This is an optimization exercise on Yosys and OpenROAD, whose aim is small area, a short achievable clock period and few clock cycles, not a production implementation. Function was checked by simulation only, so behaviour that the tests miss may differ from the original. Power and IR drop assume default switching activity.

<file path="flow/config.mk">
export PLATFORM = sky130hd
export DESIGN_NAME = mcproto_core
export DESIGN_NICKNAME = mcproto_core
export VERILOG_FILES = /design/flow/design.v
export SDC_FILE = /design/flow/constraint.sdc
export NUM_CORES = 4
export LEC_CHECK = 0
export CAP_MARGIN = 20
export CORE_MARGIN = 2
export CORE_UTILIZATION = 40
export SLEW_MARGIN = 20
</file>
<file path="flow/constraint.sdc">
create_clock -name core_clock -period 12.0 [get_ports {clk}]
set_input_delay 2.4000 -clock core_clock [delete_from_list [all_inputs] [get_ports {clk}]]
set_output_delay 2.4000 -clock core_clock [all_outputs]
set_load 0.01 [all_outputs]
</file>
<file path="flow/design.v">
module mcproto_core (
    input  wire        clk,
    input  wire        rst,
    input  wire        cmd_valid,
    output wire        cmd_ready,
    input  wire [3:0]  cmd_op,
    input  wire [63:0] cmd_val,
    input  wire [31:0] cmd_x,
    input  wire [31:0] cmd_y,
    input  wire [31:0] cmd_z,
    input  wire [31:0] cmd_ptr,
    input  wire [63:0] cmd_avail,
    input  wire [63:0] cmd_plen,
    input  wire        pin_valid,
    output wire        pin_ready,
    input  wire [7:0]  pin_data,
    output wire        mem_req,
    output wire        mem_we,
    output wire [31:0] mem_addr,
    output wire [7:0]  mem_wdata,
    input  wire        mem_gnt,
    input  wire [7:0]  mem_rdata,
    output wire        rsp_valid,
    output wire [2:0]  rsp_status,
    output wire [63:0] rsp_consumed,
    output wire [63:0] rsp_val,
    output wire [31:0] rsp_x,
    output wire [31:0] rsp_y,
    output wire [31:0] rsp_z,
    output wire        pout_valid,
    output wire [7:0]  pout_data
);
    localparam [3:0] OP_ENC_VARINT  = 4'h0;
    localparam [3:0] OP_ENC_VARLONG = 4'h1;
    localparam [3:0] OP_DEC_VARINT  = 4'h2;
    localparam [3:0] OP_DEC_VARLONG = 4'h3;
    localparam [3:0] OP_SIZE_VARINT = 4'h4;
    localparam [3:0] OP_SIZE_VARLONG= 4'h5;
    localparam [3:0] OP_ENC_POS     = 4'h8;
    localparam [3:0] OP_DEC_POS     = 4'hA;
    localparam [3:0] OP_ENC_PKT     = 4'hC;
    localparam [3:0] OP_DEC_PKT     = 4'hE;
    localparam [2:0] ST_OK   = 3'd0;
    localparam [2:0] ST_BTS  = 3'd1;    
    localparam [2:0] ST_VTL  = 3'd2;    
    localparam [2:0] ST_BAD  = 3'd7;    
    localparam [2:0] S_IDLE    = 3'd0;
    localparam [2:0] S_START   = 3'd1;
    localparam [2:0] S_WR      = 3'd2;
    localparam [2:0] S_PIN     = 3'd3;
    localparam [2:0] S_RD      = 3'd4;
    localparam [2:0] S_RDATA   = 3'd5;
    localparam [2:0] S_PKT_CHK = 3'd6;
    localparam [2:0] S_RSP     = 3'd7;
    localparam [1:0] PH_VAR0 = 2'd0;    
    localparam [1:0] PH_VAR1 = 2'd1;    
    localparam [1:0] PH_PAY  = 2'd2;    
    localparam [1:0] PH_POS  = 2'd3;    
    function [3:0] varint_size;
        input [63:0] u;
        integer k;
        begin
            varint_size = 4'd1;
            for (k = 1; k < 10; k = k + 1)
                if ((u >> (7 * k)) != 64'd0)
                    varint_size = k + 1;
        end
    endfunction
    reg  [2:0]  state_q;
    reg  [3:0]  op_q;
    reg  [63:0] val_q;
    reg  [31:0] ptr_q;
    reg  [63:0] avail_q;
    reg  [1:0]  phase_q;
    reg  [63:0] sh_q;        
    reg  [3:0]  left_q;      
    reg  [3:0]  opc_size_q;  
    reg  [7:0]  pay_q;       
    reg  [63:0] tot_q;       
    reg  [63:0] lim_q;       
    reg  [63:0] acc_q;
    reg  [3:0]  grp_q;       
    reg  [1:0]  pphase_q;    
    reg  [2:0]  n_q;         
    reg  [31:0] len_q;       
    reg  [31:0] opc_q;       
    reg  [63:0] idx_q;
    reg  [2:0]  st_q;
    reg  [63:0] cons_q;
    reg  [63:0] rval_q;
    reg  [31:0] rx_q, ry_q, rz_q;
    reg         pout_valid_q;
    reg  [7:0]  pout_data_q;
    wire        op_reserved = (op_q == 4'h6) || (op_q == 4'h7) || (op_q == 4'h9) ||
                              (op_q == 4'hB) || (op_q == 4'hD) || (op_q == 4'hF);
    wire [64:0] win_end     = {33'd0, ptr_q} + {1'b0, avail_q};
    wire        win_bad     = win_end > 65'h1_0000_0000;
    wire [3:0]  size32      = varint_size({32'd0, val_q[31:0]});
    wire [3:0]  size64      = varint_size(val_q);
    reg  [63:0] plen_q;
    wire [64:0] pkt_len     = {61'd0, size32} + {1'b0, plen_q};
    wire        pkt_too_big = pkt_len > 65'h0_7FFF_FFFF;
    wire [3:0]  pkt_pfx     = varint_size({32'd0, pkt_len[31:0]});
    wire [63:0] pkt_tot     = {60'd0, pkt_pfx} + pkt_len[63:0];
    reg  [31:0] x_q, y_q, z_q;
    wire [63:0] pos_word    = {x_q[25:0], y_q[11:0], z_q[25:0]};
    reg  [7:0]  wr_byte;
    always @(*) begin
        case (phase_q)
            PH_VAR0, PH_VAR1: wr_byte = {left_q > 4'd1, sh_q[6:0]};
            PH_PAY:           wr_byte = pay_q;
            default:          wr_byte = sh_q[63:56];
        endcase
    end
    wire [7:0]  rb       = mem_rdata;
    wire        dec32    = (op_q != OP_DEC_VARLONG);
    wire [63:0] acc_or   = acc_q | ({57'd0, rb[6:0]} << (7 * grp_q));
    wire [63:0] acc_next = dec32 ? {32'd0, acc_or[31:0]} : acc_or;
    wire [3:0]  dec_maxb = dec32 ? 4'd5 : 4'd10;
    wire [63:0] pos_next = {acc_q[55:0], rb};
    wire [63:0] idx_inc  = idx_q + 64'd1;
    wire [63:0] pkt_end  = {61'd0, n_q} + {32'd0, len_q};    
    assign cmd_ready    = (state_q == S_IDLE);
    assign pin_ready    = (state_q == S_PIN);
    assign mem_req      = (state_q == S_WR) || (state_q == S_RD);
    assign mem_we       = (state_q == S_WR);
    assign mem_addr     = ptr_q + idx_q[31:0];
    assign mem_wdata    = wr_byte;
    assign rsp_valid    = (state_q == S_RSP);
    assign rsp_status   = st_q;
    assign rsp_consumed = cons_q;
    assign rsp_val      = rval_q;
    assign rsp_x        = rx_q;
    assign rsp_y        = ry_q;
    assign rsp_z        = rz_q;
    assign pout_valid   = pout_valid_q;
    assign pout_data    = pout_data_q;
    task finish;
        input [2:0]  st;
        input [63:0] cons;
        begin
            st_q    <= st;
            cons_q  <= cons;
            rval_q  <= 64'd0;
            rx_q    <= 32'd0;
            ry_q    <= 32'd0;
            rz_q    <= 32'd0;
            state_q <= S_RSP;
        end
    endtask
    always @(posedge clk) begin
        pout_valid_q <= 1'b0;
        if (rst) begin
            state_q <= S_IDLE;
        end else begin
            case (state_q)
            S_IDLE: begin
                if (cmd_valid) begin
                    op_q    <= cmd_op;
                    val_q   <= cmd_val;
                    x_q     <= cmd_x;
                    y_q     <= cmd_y;
                    z_q     <= cmd_z;
                    ptr_q   <= cmd_ptr;
                    avail_q <= cmd_avail;
                    plen_q  <= cmd_plen;
                    state_q <= S_START;
                end
            end
            S_START: begin
                idx_q    <= 64'd0;
                acc_q    <= 64'd0;
                grp_q    <= 4'd0;
                pphase_q <= 2'd0;
                if (op_reserved) begin
                    finish(ST_BAD, 64'd0);
                end else if (op_q == OP_SIZE_VARINT) begin
                    finish(ST_OK, {60'd0, size32});
                end else if (op_q == OP_SIZE_VARLONG) begin
                    finish(ST_OK, {60'd0, size64});
                end else if (win_bad) begin
                    finish(ST_BAD, 64'd0);
                end else begin
                    case (op_q)
                    OP_ENC_VARINT, OP_ENC_VARLONG: begin
                        phase_q <= PH_VAR0;
                        if (op_q == OP_ENC_VARINT) begin
                            sh_q   <= {32'd0, val_q[31:0]};
                            left_q <= size32;
                            tot_q  <= {60'd0, size32};
                            lim_q  <= ({60'd0, size32} > avail_q) ? avail_q : {60'd0, size32};
                        end else begin
                            sh_q   <= val_q;
                            left_q <= size64;
                            tot_q  <= {60'd0, size64};
                            lim_q  <= ({60'd0, size64} > avail_q) ? avail_q : {60'd0, size64};
                        end
                        if (avail_q == 64'd0)
                            finish(ST_BTS, 64'd0);
                        else
                            state_q <= S_WR;
                    end
                    OP_ENC_POS: begin
                        phase_q <= PH_POS;
                        sh_q    <= pos_word;
                        tot_q   <= 64'd8;
                        lim_q   <= (avail_q < 64'd8) ? avail_q : 64'd8;
                        if (avail_q == 64'd0)
                            finish(ST_BTS, 64'd0);
                        else
                            state_q <= S_WR;
                    end
                    OP_ENC_PKT: begin
                        phase_q    <= PH_VAR0;
                        sh_q       <= {32'd0, pkt_len[31:0]};
                        left_q     <= pkt_pfx;
                        opc_size_q <= size32;
                        tot_q      <= pkt_tot;
                        lim_q      <= (pkt_tot > avail_q) ? avail_q : pkt_tot;
                        if (pkt_too_big)
                            finish(ST_VTL, 64'd0);
                        else if (avail_q == 64'd0)
                            finish(ST_BTS, 64'd0);
                        else
                            state_q <= S_WR;
                    end
                    OP_DEC_POS: begin
                        if (avail_q < 64'd8)
                            finish(ST_BTS, avail_q);
                        else
                            state_q <= S_RD;
                    end
                    default: begin  
                        if (avail_q == 64'd0)
                            finish(ST_BTS, 64'd0);
                        else
                            state_q <= S_RD;
                    end
                    endcase
                end
            end
            S_PIN: begin
                if (pin_valid) begin
                    pay_q   <= pin_data;
                    state_q <= S_WR;
                end
            end
            S_WR: begin
                if (mem_gnt) begin
                    idx_q <= idx_inc;
                    case (phase_q)
                    PH_VAR0, PH_VAR1: begin
                        sh_q   <= sh_q >> 7;
                        left_q <= left_q - 4'd1;
                        if (left_q == 4'd1 && op_q == OP_ENC_PKT) begin
                            if (phase_q == PH_VAR0) begin
                                phase_q <= PH_VAR1;
                                sh_q    <= {32'd0, val_q[31:0]};
                                left_q  <= opc_size_q;
                            end else begin
                                phase_q <= PH_PAY;
                            end
                        end
                    end
                    PH_POS: sh_q <= sh_q << 8;
                    default: ;
                    endcase
                    if (idx_inc == lim_q) begin
                        if (tot_q > avail_q)
                            finish(ST_BTS, avail_q);
                        else
                            finish(ST_OK, tot_q);
                    end else if (op_q == OP_ENC_PKT &&
                                 (phase_q == PH_PAY || (phase_q == PH_VAR1 && left_q == 4'd1))) begin
                        state_q <= S_PIN;
                    end
                end
            end
            S_RD: begin
                if (mem_gnt)
                    state_q <= S_RDATA;
            end
            S_RDATA: begin
                state_q <= S_RD;
                case (op_q)
                OP_DEC_POS: begin
                    acc_q <= pos_next;
                    idx_q <= idx_inc;
                    if (idx_q == 64'd7) begin
                        finish(ST_OK, 64'd8);
                        rx_q <= {{6{pos_next[63]}}, pos_next[63:38]};
                        ry_q <= {{20{pos_next[37]}}, pos_next[37:26]};
                        rz_q <= {{6{pos_next[25]}}, pos_next[25:0]};
                    end
                end
                OP_DEC_VARINT, OP_DEC_VARLONG: begin
                    acc_q <= acc_next;
                    grp_q <= grp_q + 4'd1;
                    idx_q <= idx_inc;
                    if (!rb[7]) begin
                        finish(ST_OK, {60'd0, grp_q} + 64'd1);
                        rval_q <= dec32 ? {{32{acc_next[31]}}, acc_next[31:0]} : acc_next;
                    end else if (grp_q == dec_maxb - 4'd1) begin
                        finish(ST_VTL, {60'd0, dec_maxb});
                    end else if (idx_inc >= avail_q) begin
                        finish(ST_BTS, avail_q);
                    end
                end
                default: begin  
                    idx_q <= idx_inc;
                    case (pphase_q)
                    2'd0: begin  
                        acc_q <= acc_next;
                        grp_q <= grp_q + 4'd1;
                        if (!rb[7]) begin
                            n_q     <= grp_q[2:0] + 3'd1;
                            len_q   <= acc_next[31:0];
                            state_q <= S_PKT_CHK;
                        end else if (grp_q == 4'd4) begin
                            finish(ST_VTL, 64'd5);
                        end else if (idx_inc >= avail_q) begin
                            finish(ST_BTS, avail_q);
                        end
                    end
                    2'd1: begin  
                        acc_q <= acc_next;
                        grp_q <= grp_q + 4'd1;
                        if (!rb[7]) begin
                            opc_q    <= acc_next[31:0];
                            pphase_q <= 2'd2;
                            if ({28'd0, grp_q} + 32'd1 == len_q) begin
                                finish(ST_OK, pkt_end);
                                rval_q <= {{32{acc_next[31]}}, acc_next[31:0]};
                            end
                        end else if (grp_q == 4'd4) begin
                            finish(ST_VTL, {61'd0, n_q} + 64'd5);
                        end else if ({28'd0, grp_q} + 32'd1 >= len_q) begin
                            finish(ST_VTL, pkt_end);
                        end
                    end
                    default: begin  
                        pout_valid_q <= 1'b1;
                        pout_data_q  <= rb;
                        if (idx_inc == pkt_end) begin
                            finish(ST_OK, pkt_end);
                            rval_q <= {{32{opc_q[31]}}, opc_q};
                        end
                    end
                    endcase
                end
                endcase
            end
            S_PKT_CHK: begin
                acc_q <= 64'd0;
                grp_q <= 4'd0;
                if (len_q[31])
                    finish(ST_VTL, {61'd0, n_q});
                else if (avail_q < pkt_end)
                    finish(ST_BTS, avail_q);
                else if (len_q == 32'd0)
                    finish(ST_VTL, {61'd0, n_q});
                else begin
                    pphase_q <= 2'd1;
                    state_q  <= S_RD;
                end
            end
            S_RSP: begin
                state_q <= S_IDLE;
            end
            default: state_q <= S_IDLE;
            endcase
        end
    end
endmodule
</file>
<file path="flow/run.sh">
#!/bin/bash
# synth_recipe.tcl (not shown) runs the flow's synth.tcl, then flattens the netlist and writes it again
# the make line also repeats each setting of config.mk as NAME=value (left out here)
make -C /OpenROAD-flow-scripts/flow DESIGN_CONFIG=/design/flow/config.mk WORK_HOME=/design/flow/orfs CLKGATE_MAP_FILE= SYNTH_SCRIPT=/design/flow/synth_recipe.tcl finish
</file>
==> summary.txt <==
Initial Utilization: 40.2%
Sink Count: 941
Synth cell types: 106
setup ws final: 0.778 ns
Avg Cell Area, Syn: 10.4 um^2
initial DRC count: 6,408
largest family of logic cells by synthesized area: compound AO/OA/AOI/OAI gates
Cells after Synth: 5,613
status: no timing/DRC/antenna violations
Final nets: 6,746
Hold WC Path Type: flop to flop
vias in the first global route: 47,800
worst path buffer plus inverter count: 4
Clock Power Share: 27.7%
Layout area overhead: 19.9%
element type at the critical path end: flop
fin crit share: 93.5%
clock root cell: clkbuf_16
Tmin final: 11.22 ns
I/O pins: 626
top_reg_cell synth: edfxtp_1
# DRC: 0
Yosys reg bits: 941
CTS tree: built
PortBufs: 593
adder-cell share of the synthesized area: 6.89%
multi-input logic area: 28,300 um^2
Net Sw Frac: 37.0%
Post-synth EDFFs: 937
Seq/Total Area, Yosys: 48.3%
CP most frequent cell: nand2_1
global-route wire length before repair: 337 mm
Sequential Area: 28,200 um^2
gr usage total: 30.9%
initial antenna violation count: 12
Synth warnings: 1
Reg clk slew, reported paths: 0.06 ns
Gate power share: 32.2%
clock buffer count from CTS: 108
setup_tns: 0 ns
fmax: 0.0891 GHz
Avg Vias per Cell: 6.31
Simple-Gate Fraction of Synth Area: 16.1%
Worst slew margin: 23.1%
worst-path fanout max: 60
fillcell total: 13,400
Slew Viols, Final: 0
Int Power: 7850 uW
asr flop ratio synth: 0%
P per Cell Area: 178 nW/um^2
Max Clock Skew: 0.0634 ns
post-synthesis cell area: 58,400 um^2
mux cell area share after synthesis: 1.25%
Max Root-Sink Buffers: 3
Die Wd: 386 um
xor-xnor portion of the synthesized cell area: 5.52%
R2R depth: 41
Max IR drop VDD: 0.158 mV
syn_nets: 6,277
Avg WL per Cell: 29.5 um
drt total wl: 239 mm
area leader, netlist: edfxtp_1
post-synthesis compound-gate area fraction: 18.2%
CP max stage cell: or4_1
final hold vios: 0
die area: 149,000 um^2
Clock Latency Late Sink: 0.79 ns
final hold slack: 0.542 ns
Routability Congestion: 1.01
Post-Place Setup Slack: 0.591 ns
RSZ-0062 raised after global routing: no
Seq pwr share: 40.1%
slowest stage delay, CP: 0.57 ns
largest net degree at the start of global routing: 140
Max Cap Viol: 0
Worst EP required: 12.60 ns
Die Y: 386 um
CP Depth: 41
kind of critical path: flop to flop
Static Leak: 0.0257 uW
Layout Utilization: 48.2%
core footprint: 145,000 um^2
actual slew at the worst max-slew pin: 1.14 ns
share of cells above drive strength 1: 5.93%
Hold Path Stages: 2
post-route ant nets: 0
detailed placer's ending HPWL: 181 mm
CP arrival: 11.83 ns
net switching power: 4620 uW
H-tree levels: 3
via count: 51,100
synth top area cells: edfxtp_1 (48%), ha_1 (6.7%), nor2_1 (3.2%), a21oi_1 (3.2%), xnor2_1 (3.2%)
Post-CTS Hold Buffers: 0
CP top delay family: simple AND/OR/NAND/NOR gates
row cnt: 140
final setup vio count: 0
drt first pass iters: 8
CP startpoint kind: flop
top cell type's share of synthesized area: 48.1%
GRT overflow: 0
==> final cells by class <==
class / count / share of cell area, %
clock buffer: 125 / 3.95
clock inverter: 76 / 1.19
inverter: 227 / 1.22
antenna: 6 / 0.0214
tap: 1917 / 3.42
sequential: 941 / 40.3
timing repair buffer: 691 / 9.58
multi-input combinational: 4113 / 40.3
==> through the flow <==
step | cell area [um^2] | instances | power, uW
global route | 70000 | 8093 | 12900
detailed placement | 66400 | 7886 | 8970
finish | 70100 | 8096 | 12500
floorplan | 58500 | 5613 | 7150
global placement | 66400 | 7885 | 8940
CTS | 70000 | 8087 | 12400
==> state kept, by name, indices dropped and copies added (netlist names), 64 cells and up <==
register / count
val_q: 64
rval_q: 64
sh_q: 64
tot_q: 64
idx_q: 64
avail_q: 64
cons_q: 64
lim_q: 64
acc_q: 64
plen_q: 64
==> worst paths after layout <==
path                                from        end  slack [ns]
worst max-delay path            val_q[8]  lim_q[33]        0.78
worst min-delay path            sh_q[54]   sh_q[62]        0.54
worst max register to register  val_q[8]  lim_q[33]        0.78
worst min register to register  sh_q[54]   sh_q[62]        0.54
==> tightest hold or removal path: stages (launching register included) <==
cell and delay (ns):
edfxtp_1 0.35, nand2_1 0.05, o21ai_0 0.06
==> power groups by stage <==
stage               registers, uW  logic, uW  clock network [uW]
floorplan                    4860       2280                   0
global placement             5040       3900                   0
detailed placement           5030       3940                   0
CTS                          4980       3950                3490
global route                 5040       4300                3600
finish                       5000       4010                3450
==> metal layers <==
| layer | part of all wire [%] | routed length [um] | global-route usage (%) |
|---|---|---|---|
| met1 | 42 | 100000 | 44.0 |
| met2 | 43 | 102000 | 45.5 |
| met3 | 11 | 25400 | 7.12 |
| met4 | 4.3 | 10300 | 11.7 |
| met5 | 0.026 | 63 | 0 |
==> kinds of logic after synthesis <==
| family | count (synthesis) |
|---|---|
| adders and majority gates | 319 |
| muxes | 72 |
| DFF | 941 |
| and+or+nand+nor | 1837 |
| xor gates and xnor gates | 354 |
| buffers and inverters | 559 |
| AOI/OAI and AO/OA | 1531 |
==> cells in the final DEF, fill, tap and decap left out, types with 19 or more instances in the layout <==
master,Yosys,final
a2111oi_0,20,19
inv_1,226,225
and2_1,102,101
xor2_1,131,131
nand3_1,146,146
ha_1,314,314
nor4_1,105,102
or4_1,24,24
nand4_1,166,166
mux2i_1,64,64
a211oi_1,57,57
nand2b_1,41,41
o21ai_0,244,242
o22ai_1,31,31
o21a_1,30,30
a21oi_1,376,373
and4_1,35,35
a22oi_1,80,80
a22o_1,174,174
o211ai_1,34,34
nor3_1,131,128
buf_4,5,94
clkinv_2,0,26
a21o_1,160,160
clkbuf_16,0,108
and3_1,59,58
nor2b_1,41,41
nand2_1,346,344
xnor2_1,213,213
a221o_1,79,79
a211o_1,29,29
nor2_1,505,498
clkdlybuf4s50_1,0,593
edfxtp_1,937,937
a31oi_1,20,20
or3_1,44,44
o221ai_1,24,24
==> Yosys cell counts, drive strengths merged, types with 10 or more instances <==
| cell type | instances |
|---|---|
| xnor2 | 215 |
| or3 | 44 |
| a2111oi | 22 |
| nand4 | 169 |
| o21ai | 250 |
| nor3b | 15 |
| o221ai | 24 |
| mux2i | 64 |
| nand2 | 346 |
| or2 | 12 |
| ha | 314 |
| nand3b | 11 |
| and2 | 104 |
| nor2 | 508 |
| inv | 226 |
| a211oi | 58 |
| nand3 | 152 |
| xor2 | 131 |
| a21oi | 377 |
| o2111ai | 18 |
| and3 | 59 |
| o31ai | 14 |
| nor3 | 135 |
| and4 | 35 |
| a41oi | 12 |
| a21o | 160 |
| nand2b | 42 |
| o22ai | 31 |
| a22o | 174 |
| a221oi | 19 |
| nor2b | 41 |
| o21a | 30 |
| a211o | 29 |
| a22oi | 80 |
| o211ai | 34 |
| clkbuf | 250 |
| a31oi | 20 |
| nor4 | 112 |
| o41ai | 10 |
| a221o | 79 |
| edfxtp | 937 |
| buf | 82 |
| or4 | 24 |
==> timing repair <==
action	in CTS	in global routing
setup buffers	0	2
resized for setup	0	2
endpoints found under the setup margin	0	61
Testbench counts, summed over its fixed seeds: cycles 66,203.

## re-timing with driven ports
The results above use ideal ports. As a check the final layout listed here was re-extracted and re-timed, cells and wires unchanged. Step 1 (the two cells are an assumption about what drives the block):
set clk [get_ports {clk}]
set_driving_cell -lib_cell sky130_fd_sc_hd__clkbuf_16 $clk
set_driving_cell -lib_cell sky130_fd_sc_hd__buf_2 [delete_from_list [all_inputs] $clk]
Step 2, shift: input delay + t, output delay - t, t = (earliest + latest rising clock arrival at the registers) / 2. This alone moves slack from input paths to output paths. Three values: no drivers, after step 1, after step 2; two values: the first two.
t, ns: 0.837
setup slack, ns: 0.778 / 0.778 / 0.778
latest minus earliest clock arrival (ns): 0.063 / 0.064
After both steps setup and hold are still met in this run. For this run, drivers alone change the setup slack by 0.000 ns; drivers and shift together by 0.000 ns.
